This is an optimization exercise on Yosys and OpenROAD, whose aim is small area, a short achievable clock period and few clock cycles, not a production implementation.
Function was checked by simulation only, so behaviour that the tests miss may differ from the original.
Power figures rest on the tool's default switching activity, not on a simulated workload.

**design/flow/config.mk**
```make
export PLATFORM = sky130hd
export DESIGN_NAME = tlbcore
export DESIGN_NICKNAME = tlbcore
export VERILOG_FILES = /design/flow/design.v
export SDC_FILE = /design/flow/constraint.sdc
export NUM_CORES = 4
export LEC_CHECK = 0
export CAP_MARGIN = 20
export CORE_MARGIN = 2
export CORE_UTILIZATION = 40
export PLACE_DENSITY = 0.6
export SLEW_MARGIN = 20
```
**design/flow/constraint.sdc**
```tcl
create_clock -name core_clock -period 18.0 [get_ports {clk}]
set_input_delay 3.6000 -clock core_clock [delete_from_list [all_inputs] [get_ports {clk}]]
set_output_delay 3.6000 -clock core_clock [all_outputs]
set_load 0.01 [all_outputs]
```
**design/flow/design.v**
```verilog
module tlbcore (
    input  wire        clk,
    input  wire        rst,
    input  wire        cmd_valid,
    output wire        cmd_ready,
    input  wire [31:0] cmd_word,
    input  wire [31:0] cmd_din,
    output reg         rsp_valid,
    output reg  [2:0]  rsp_status,
    output reg         rsp_hit,
    output reg         rsp_slot_ok,
    output reg  [2:0]  rsp_slot,
    output reg  [1:0]  rsp_fill,
    output reg         rsp_ev_ok,
    output reg  [7:0]  rsp_ev_vpn,
    output reg  [1:0]  rsp_ev_pid,
    output reg  [7:0]  rsp_pfn,
    output reg  [15:0] rsp_pa,
    output reg  [31:0] rsp_data,
    output reg  [26:0] rsp_ew,
    output wire        mem_en,
    output wire        mem_we,
    output wire [15:0] mem_addr,
    output wire [31:0] mem_wdata,
    input  wire [31:0] mem_rdata
);
    localparam AGE_BITS = 8;
    localparam PT_VPN_BITS = 5;             
    localparam PT_ENTRIES = 4 << PT_VPN_BITS;
    localparam OP_DEFINE = 4'h1, OP_MAP = 4'h2, OP_UNMAP = 4'h3, OP_LOAD = 4'h4,
               OP_STORE = 4'h5, OP_XLATE = 4'h6, OP_RDTLB = 4'h7, OP_RDPTE = 4'h8;
    localparam ST_OK = 3'd0, ST_NOT_MAPPED = 3'd1, ST_CONFIG = 3'd2,
               ST_ILLEGAL = 3'd3, ST_RANGE = 3'd4, ST_HALTED = 3'd5;
    localparam FILL_NONE = 2'd0, FILL_REUSE = 2'd1, FILL_EMPTY = 2'd2, FILL_EVICT = 2'd3;
    localparam S_IDLE = 2'd0, S_EXEC = 2'd1, S_LOAD = 2'd2;
    reg [1:0]  state;
    reg [31:0] cw;
    reg [31:0] din;
    reg        configured;
    reg        halted;
    reg [3:0]  cfg_off, cfg_pfn, cfg_vpn;
    reg [7:0]          tlb_vpn   [0:7];
    reg [7:0]          tlb_pfn   [0:7];
    reg [1:0]          tlb_pid   [0:7];
    reg                tlb_valid [0:7];
    reg [AGE_BITS-1:0] tlb_age   [0:7];
    reg [7:0] pt_pfn     [0:PT_ENTRIES-1];
    reg       pt_present [0:PT_ENTRIES-1];
    reg       pt_valid   [0:PT_ENTRIES-1];
    assign cmd_ready = (state == S_IDLE);
    wire [3:0]  op     = cw[31:28];
    wire [1:0]  pid    = cw[27:26];
    wire [7:0]  f_vpn  = cw[15:8];
    wire [7:0]  f_pfn  = cw[7:0];
    wire [15:0] f_va   = cw[15:0];
    wire [2:0]  f_slot = cw[2:0];
    wire [3:0]  f_offb = cw[11:8];
    wire [3:0]  f_pfnb = cw[7:4];
    wire [3:0]  f_vpnb = cw[3:0];
    reg illegal;
    always @(*) begin
        illegal = 1'b0;
        if (op < OP_DEFINE || op > OP_RDPTE)                     illegal = 1'b1;
        if (cw[25:16] != 10'd0)                                   illegal = 1'b1;
        if ((op == OP_DEFINE || op == OP_RDTLB) && pid != 2'd0)   illegal = 1'b1;
        if (op == OP_DEFINE && cw[15:12] != 4'd0)                 illegal = 1'b1;
        if ((op == OP_UNMAP || op == OP_RDPTE) && cw[7:0] != 8'd0) illegal = 1'b1;
        if (op == OP_RDTLB && cw[15:3] != 13'd0)                  illegal = 1'b1;
    end
    wire is_access = (op == OP_LOAD) || (op == OP_STORE) || (op == OP_XLATE);
    wire config_err = configured ? (op == OP_DEFINE)
                                 : (op != OP_DEFINE || f_offb > 4'd8 || f_pfnb > 4'd8 ||
                                    f_vpnb > PT_VPN_BITS);
    wire [4:0] va_bits = cfg_vpn + cfg_off;
    reg in_range;
    always @(*) begin
        case (op)
            OP_MAP:                in_range = ((f_vpn >> cfg_vpn) == 8'd0) && ((f_pfn >> cfg_pfn) == 8'd0);
            OP_UNMAP, OP_RDPTE:    in_range = ((f_vpn >> cfg_vpn) == 8'd0);
            OP_LOAD, OP_STORE,
            OP_XLATE:              in_range = ((f_va >> va_bits) == 16'd0);
            default:               in_range = 1'b1;
        endcase
    end
    wire [15:0] off_mask = (16'd1 << cfg_off) - 16'd1;
    wire [7:0]  vpn      = is_access ? (f_va >> cfg_off) : f_vpn;
    wire [15:0] offset   = f_va & off_mask;
    reg [7:0] match, vmatch;
    integer i;
    always @(*) begin
        for (i = 0; i < 8; i = i + 1) begin
            match[i]  = (tlb_vpn[i] == vpn) && (tlb_pid[i] == pid);
            vmatch[i] = match[i] && tlb_valid[i];
        end
    end
    reg       hit;
    reg [2:0] hit_slot;
    reg       any_match;
    reg [2:0] match_slot;
    reg       any_empty;
    reg [2:0] empty_slot;
    reg [AGE_BITS-1:0] max_age;
    reg [2:0] oldest_slot;
    always @(*) begin
        hit = 1'b0;       hit_slot = 3'd0;
        any_match = 1'b0; match_slot = 3'd0;
        any_empty = 1'b0; empty_slot = 3'd0;
        for (i = 7; i >= 0; i = i - 1) begin
            if (vmatch[i])     begin hit = 1'b1;       hit_slot = i[2:0];   end
            if (match[i])      begin any_match = 1'b1; match_slot = i[2:0]; end
            if (!tlb_valid[i]) begin any_empty = 1'b1; empty_slot = i[2:0]; end
        end
        max_age = {AGE_BITS{1'b0}};
        for (i = 0; i < 8; i = i + 1)
            if (tlb_age[i] > max_age) max_age = tlb_age[i];
        oldest_slot = 3'd0;
        for (i = 7; i >= 0; i = i - 1)
            if (tlb_age[i] == max_age) oldest_slot = i[2:0];
    end
    reg [2:0] refill_slot;
    reg [1:0] refill_kind;
    always @(*) begin
        if (any_match) begin
            refill_slot = match_slot;  refill_kind = FILL_REUSE;
        end else if (any_empty) begin
            refill_slot = empty_slot;  refill_kind = FILL_EMPTY;
        end else begin
            refill_slot = oldest_slot; refill_kind = FILL_EVICT;
        end
    end
    wire [6:0] pt_idx    = {pid, vpn[PT_VPN_BITS-1:0]};
    wire [7:0] pte_pfn   = pt_pfn[pt_idx];
    wire       pte_valid = pt_valid[pt_idx];
    wire       pte_pres  = pt_present[pt_idx];
    wire [26:0] tlb_word = {tlb_vpn[f_slot], tlb_pfn[f_slot], tlb_pid[f_slot],
                            tlb_valid[f_slot], tlb_age[f_slot]};
    reg [2:0]  x_status;
    reg        x_hit, x_slot_ok, x_ev_ok;
    reg [2:0]  x_slot;
    reg [1:0]  x_fill;
    reg [7:0]  x_ev_vpn;
    reg [1:0]  x_ev_pid;
    reg [7:0]  x_pfn;
    reg [15:0] x_pa;
    reg [26:0] x_ew;
    reg        x_halt;
    reg        do_define, do_insert, do_touch, do_invalidate, do_pt_map, do_pt_unmap;
    reg [7:0]  ins_pfn;
    reg        x_mem;
    always @(*) begin
        x_status = ST_OK; x_hit = 1'b0; x_slot_ok = 1'b0; x_slot = 3'd0; x_fill = FILL_NONE;
        x_ev_ok = 1'b0; x_ev_vpn = 8'd0; x_ev_pid = 2'd0; x_pfn = 8'd0; x_pa = 16'd0; x_ew = 27'd0;
        x_halt = 1'b0;
        do_define = 1'b0; do_insert = 1'b0; do_touch = 1'b0; do_invalidate = 1'b0;
        do_pt_map = 1'b0; do_pt_unmap = 1'b0; ins_pfn = 8'd0; x_mem = 1'b0;
        if (halted) begin
            x_status = ST_HALTED;
        end else if (illegal) begin
            x_status = ST_ILLEGAL; x_halt = 1'b1;
        end else if (config_err) begin
            x_status = ST_CONFIG;  x_halt = 1'b1;
        end else if (!in_range) begin
            x_status = ST_RANGE;   x_halt = 1'b1;
        end else begin
            case (op)
                OP_DEFINE: begin
                    do_define = 1'b1;
                end
                OP_MAP: begin
                    do_insert = 1'b1; ins_pfn = f_pfn; do_pt_map = 1'b1;
                    x_slot_ok = 1'b1; x_slot = refill_slot; x_fill = refill_kind; x_pfn = f_pfn;
                    if (refill_kind == FILL_EVICT) begin
                        x_ev_ok = 1'b1; x_ev_vpn = tlb_vpn[refill_slot]; x_ev_pid = tlb_pid[refill_slot];
                    end
                end
                OP_UNMAP: begin
                    do_invalidate = hit; do_pt_unmap = 1'b1;
                    x_pfn = pte_pfn; x_slot_ok = hit; x_slot = hit ? hit_slot : 3'd0;
                end
                OP_LOAD, OP_STORE, OP_XLATE: begin
                    if (hit) begin
                        do_touch = 1'b1;
                        x_hit = 1'b1; x_slot_ok = 1'b1; x_slot = hit_slot;
                        x_pfn = tlb_pfn[hit_slot];
                    end else if (pte_valid) begin
                        do_insert = 1'b1; ins_pfn = pte_pfn;
                        x_slot_ok = 1'b1; x_slot = refill_slot; x_fill = refill_kind; x_pfn = pte_pfn;
                        if (refill_kind == FILL_EVICT) begin
                            x_ev_ok = 1'b1; x_ev_vpn = tlb_vpn[refill_slot]; x_ev_pid = tlb_pid[refill_slot];
                        end
                    end else begin
                        x_status = ST_NOT_MAPPED;
                    end
                    if (x_status == ST_OK) begin
                        x_pa  = ({8'd0, x_pfn} << cfg_off) | offset;
                        x_mem = (op != OP_XLATE);
                    end
                end
                OP_RDTLB: begin
                    x_slot_ok = 1'b1; x_slot = f_slot; x_ew = tlb_word;
                end
                OP_RDPTE: begin
                    x_pfn = pte_pfn; x_ew = {17'd0, pte_pfn, pte_pres, pte_valid};
                end
                default: ;
            endcase
        end
    end
    wire executing = (state == S_EXEC);
    assign mem_en    = executing && x_mem;
    assign mem_we    = executing && x_mem && (op == OP_STORE);
    assign mem_addr  = x_pa;
    assign mem_wdata = din;
    always @(posedge clk) begin
        if (rst) begin
            state      <= S_IDLE;
            configured <= 1'b0;
            halted     <= 1'b0;
            rsp_valid  <= 1'b0;
        end else begin
            rsp_valid <= 1'b0;
            case (state)
                S_IDLE: begin
                    if (cmd_valid) begin
                        cw    <= cmd_word;
                        din   <= cmd_din;
                        state <= S_EXEC;
                    end
                end
                S_EXEC: begin
                    rsp_status  <= x_status;
                    rsp_hit     <= x_hit;
                    rsp_slot_ok <= x_slot_ok;
                    rsp_slot    <= x_slot;
                    rsp_fill    <= x_fill;
                    rsp_ev_ok   <= x_ev_ok;
                    rsp_ev_vpn  <= x_ev_vpn;
                    rsp_ev_pid  <= x_ev_pid;
                    rsp_pfn     <= x_pfn;
                    rsp_pa      <= x_pa;
                    rsp_data    <= 32'd0;
                    rsp_ew      <= x_ew;
                    if (x_halt) halted <= 1'b1;
                    if (do_define) begin
                        configured <= 1'b1;
                        cfg_off    <= f_offb;
                        cfg_pfn    <= f_pfnb;
                        cfg_vpn    <= f_vpnb;
                    end
                    if (x_mem && op == OP_LOAD) begin
                        state <= S_LOAD;
                    end else begin
                        rsp_valid <= 1'b1;
                        state     <= S_IDLE;
                    end
                end
                S_LOAD: begin
                    rsp_data  <= mem_rdata;
                    rsp_valid <= 1'b1;
                    state     <= S_IDLE;
                end
                default: state <= S_IDLE;
            endcase
        end
    end
    always @(posedge clk) begin
        if (executing) begin
            for (i = 0; i < 8; i = i + 1) begin
                if (do_define) begin
                    tlb_vpn[i]   <= 8'd0;
                    tlb_pfn[i]   <= 8'd0;
                    tlb_pid[i]   <= 2'd0;
                    tlb_valid[i] <= 1'b0;
                    tlb_age[i]   <= {AGE_BITS{1'b0}};
                end else if (do_insert && refill_slot == i) begin
                    tlb_vpn[i]   <= vpn;
                    tlb_pfn[i]   <= ins_pfn;
                    tlb_pid[i]   <= pid;
                    tlb_valid[i] <= 1'b1;
                    tlb_age[i]   <= {AGE_BITS{1'b0}};
                end else if (do_touch && hit_slot == i) begin
                    tlb_age[i]   <= {AGE_BITS{1'b0}};
                end else if (do_invalidate && hit_slot == i) begin
                    tlb_valid[i] <= 1'b0;
                end else if ((do_insert || do_touch) && tlb_valid[i]) begin
                    tlb_age[i]   <= tlb_age[i] + 1'b1;
                end
            end
        end
    end
    always @(posedge clk) begin
        if (executing) begin
            for (i = 0; i < PT_ENTRIES; i = i + 1) begin
                if (do_define) begin
                    pt_pfn[i]     <= 8'd0;
                    pt_present[i] <= 1'b0;
                    pt_valid[i]   <= 1'b0;
                end else if (do_pt_map && pt_idx == i) begin
                    pt_pfn[i]     <= f_pfn;
                    pt_present[i] <= 1'b0;
                    pt_valid[i]   <= 1'b1;
                end else if (do_pt_unmap && pt_idx == i) begin
                    pt_valid[i]   <= 1'b0;
                end
            end
        end
    end
endmodule
```
**design/flow/run.sh**
```bash
#!/bin/bash
# synth_recipe.tcl (not shown) runs the flow's synth.tcl, then flattens the netlist and writes it again
# the make line also repeats each setting of config.mk as NAME=value (left out here)
make -C /OpenROAD-flow-scripts/flow DESIGN_CONFIG=/design/flow/config.mk WORK_HOME=/design/flow/orfs CLKGATE_MAP_FILE= SYNTH_SCRIPT=/design/flow/synth_recipe.tcl finish
```
==> summary.md <==
| Metric | Value |
|---|---|
| Outcome | no timing/DRC/antenna violations |
| Total grt overflow | 0 |
| Fin area | 83930 um2 |
| Async SR Flop Fraction | 0% |
| WP data required | 18.54 ns |
| Critical path class | flop to flop |
| Insertion delay to the later sink of the worst-skew pair | 0.87 ns |
| Critical-path top delay cell | o41a_4 |
| H-tree depth | 4 |
| TritonCTS clock tree | yes |
| Total number of yosys warnings | 9 |
| Nets | 6064 |
| Sequential fraction of the synthesis area | 66.76% |
| CTS Buf Count | 168 |
| Synthesized area per cell | 13.15 um2 |
| Die Span Y | 421.7 um |
| Post-Syn Area | 69780 um2 |
| Antenna Nets Post-Route | 0 |
| Finished Core Util | 48.34% |
| Synth unique cells | 105 |
| Die W | 421.7 um |
| CP Launch Type | flop |
| DP HPWL | 255.1 mm |
| Worst vdd ir | 88.71 uV |
| Layout cells sized above 1 | 16.86% |
| Number of synthesized flops with an enable pin | 1548 |
| Longest Clk Path Bufs | 3 |
| Largest net degree at the start of global routing | 117 |
| Power Density | 92.73 nW/um2 |
| Rel. slew slack | 9.076% |
| Vias in the first global route | 50.93k |
| Max-cap viol count | 0 |
| Worst path max stage delay | 0.51 ns |
| Final Hold Viols | 0 |
| Worst-path clk slew | 0.06 ns |
| Via count | 56.71k |
| Final max-slew violation count | 0 |
| DR WL/cell | 43.37 um |
| Router iterations before antenna repair | 9 |
| Final period util | 93.44% |
| Post-Syn Nets | 5472 |
| Final wirelength | 363.0 mm |
| Row cnt | 153 |
| Antenna violations before repair | 34 |
| Placed inst area | 78220 um2 |
| Setup TNS | 0 ns |
| Crit path max fanout | 18 |
| Worst-Margin Slew | 1.364 ns |
| Max Clock Skew | 0.05175 ns |
| CTS sink cnt | 1553 |
| PortBufs | 254 |
| Final min period | 16.82 ns |
| First-pass GRT wire length | 473.6 mm |
| Gate Count Post-Synth | 5305 |
| GP Congestion | 1.036 |
| Gr usage total | 39.64% |
| Critical Path Sink Type | flop |
| Top FF cell, synth | edfxtp_1 |
| Vias per cell | 6.776 |
| Clock Root Buffer | clkbuf_16 |
| Drt drc | 0 |
| Hold_buf cts | 0 |
| Syn-to-layout area delta | 20.28% |
| Full die area | 177800 um2 |
| Hold Crit Class | flop to flop |
| Final Setup Violations | 0 |
| Initial Util | 40.19% |
| Core ar. | 173600 um2 |
| I/O Pins | 255 |
| CP arrival | 17.36 ns |
| Leak | 0.02756 uW |
| Yosys reg bits | 1553 |
| Fmax | 59.45 MHz |
| DRT iter0 DRCs | 10.84k |
==> final timing paths <==
| kind | start | to | slack (ns) | cells past startpoint |
|---|---|---|---|---|
| min | configured | configured | 0.51 | 1 |
| min reg2reg | configured | configured | 0.51 | 1 |
| max reg2reg | tlb_age[0][1] | tlb_pfn[4][3] | 1.18 | 84 |
| max | tlb_age[0][1] | tlb_pfn[4][3] | 1.18 | 84 |
==> timing repair <==
item                                    in CTS  in global routing
buffers inserted                             0                  4
endpoints found under the setup margin       0                301
resized for setup                            0                 45
==> kinds of logic after synthesis <==
| family | share of synthesized area (%) |
|---|---|
| simple gates | 11.20 |
| flops | 66.76 |
| compound gates | 14.09 |
| buf+inv | 1.972 |
| xor+xnor | 2.121 |
| mux | 2.586 |
| fa+ha+maj | 1.273 |
==> metal layers <==
metal | GRT usage (%) | routed length (um) | part of all wire (%)
met3 | 15.43 | 54620 | 15
met2 | 54.92 | 147600 | 41
met1 | 53.17 | 136500 | 38
met5 | 0 | 273 | 0.075
met4 | 21.48 | 24040 | 6.6
==> flip-flops by register name (all words and copies together) (netlist names), 8 cells and up <==
register	count
cw	32
pt_valid	128
pt_pfn	1024
tlb_pid	16
rsp_data	32
tlb_pfn	64
tlb_valid	8
rsp_pfn	8
din	32
tlb_vpn	64
rsp_pa	16
rsp_ev_vpn	8
rsp_ew	27
tlb_age	64
==> cells in the mapped netlist, types with 97 or more instances <==
master / count / area share (%)
a21oi_1: 143 / 1.0
xnor2_1: 107 / 1.3
nand4_1: 119 / 1.1
o21ai_0: 104 / 0.75
a22o_1: 187 / 2.3
edfxtp_1: 1548 / 67
nand2_1: 388 / 2.1
inv_1: 97 / 0.52
nand3_1: 109 / 0.78
a22oi_1: 247 / 2.7
clkbuf_1: 208 / 1.1
a221oi_1: 193 / 2.4
nor2_1: 746 / 4.0
o21bai_1: 132 / 1.4
==> cell type report <==
cell class	count	area, um2
Inverter	102	387.9
Clock buffer	202	4353
Timing Repair Buffer	677	5914
Multi-Input combinational cell	3395	22720
Fill cell	15329	89700
Tap cell	2325	2909
Antenna cell	11	27.53
Sequential cell	1553	46580
Clock inverter	104	1028
==> critical path: cells and delay by family, from the launching register on <==
kind / cells / cell delay (ns)
mux: 3 / 1.26
compound gates: 31 / 5.83
fa+ha+maj: 9 / 2.22
simple gates: 26 / 4.63
flops: 1 / 0.38
buf+inv: 15 / 2.15
==> layout by cell type (no fill, tap or decap), types with 162 or more instances in the layout <==
| cell type | count |
|---|---|
| a22oi_1 | 247 |
| buf_4 | 398 |
| nor2_2 | 162 |
| a22o_1 | 187 |
| clkdlybuf4s50_1 | 254 |
| nor2_1 | 563 |
| clkbuf_16 | 169 |
| edfxtp_1 | 1548 |
| nand2_1 | 384 |
| a221oi_1 | 192 |
==> report_power, final <==
part           switching [uW]  leakage (uW)  internal (uW)  total, uW
Clock                    1560       0.00260           1910       3480
Sequential               10.0        0.0142           3970       3980
Combinational             239        0.0108           86.4        325
Total                    1810        0.0276           5970       7780
==> stage by stage <==
step,hold slack (ns),setup slack [ns],power [uW],cells
after floorplan,0.4244,0.2806,4169,5305
after global placement,0.4813,0.5156,4364,8036
after detailed placement,0.4878,0.2873,4366,8041
after CTS,0.5038,0.2287,7756,8347
after global routing,0.5259,-0.03038,7908,8359
final,0.5146,1.180,7782,8369
Testbench counts, summed over its fixed seeds: cycles 59,311.

## port drivers added, routing unchanged
How much do the figures lean on ideal ports? The routed layout below was timed once more, with nothing changed but the port constraints. Step 1: set_driving_cell puts a clkbuf_16 on clk and a buf_2 on each other input, an assumption about the parent block. Step 2 adds t to the input delays and takes it off the output delays; t is the mean of the earliest and latest rising clock arrival at the registers after step 1. Input paths then give back, and output paths get back, about the clock's delay inside the block. Three values: ideal, step 1, step 2; two values: the first two.
t (ns): 0.933
slack for setup (ns): 1.180 / 1.180 / 1.180
hold slack, ns: 0.515 / 0.515 / 0.515
clock arrival spread, ns: 0.057 / 0.058
After both steps this run still meets setup and hold. For this run, drivers alone change the setup slack by 0.000 ns; drivers and shift together by 0.000 ns.
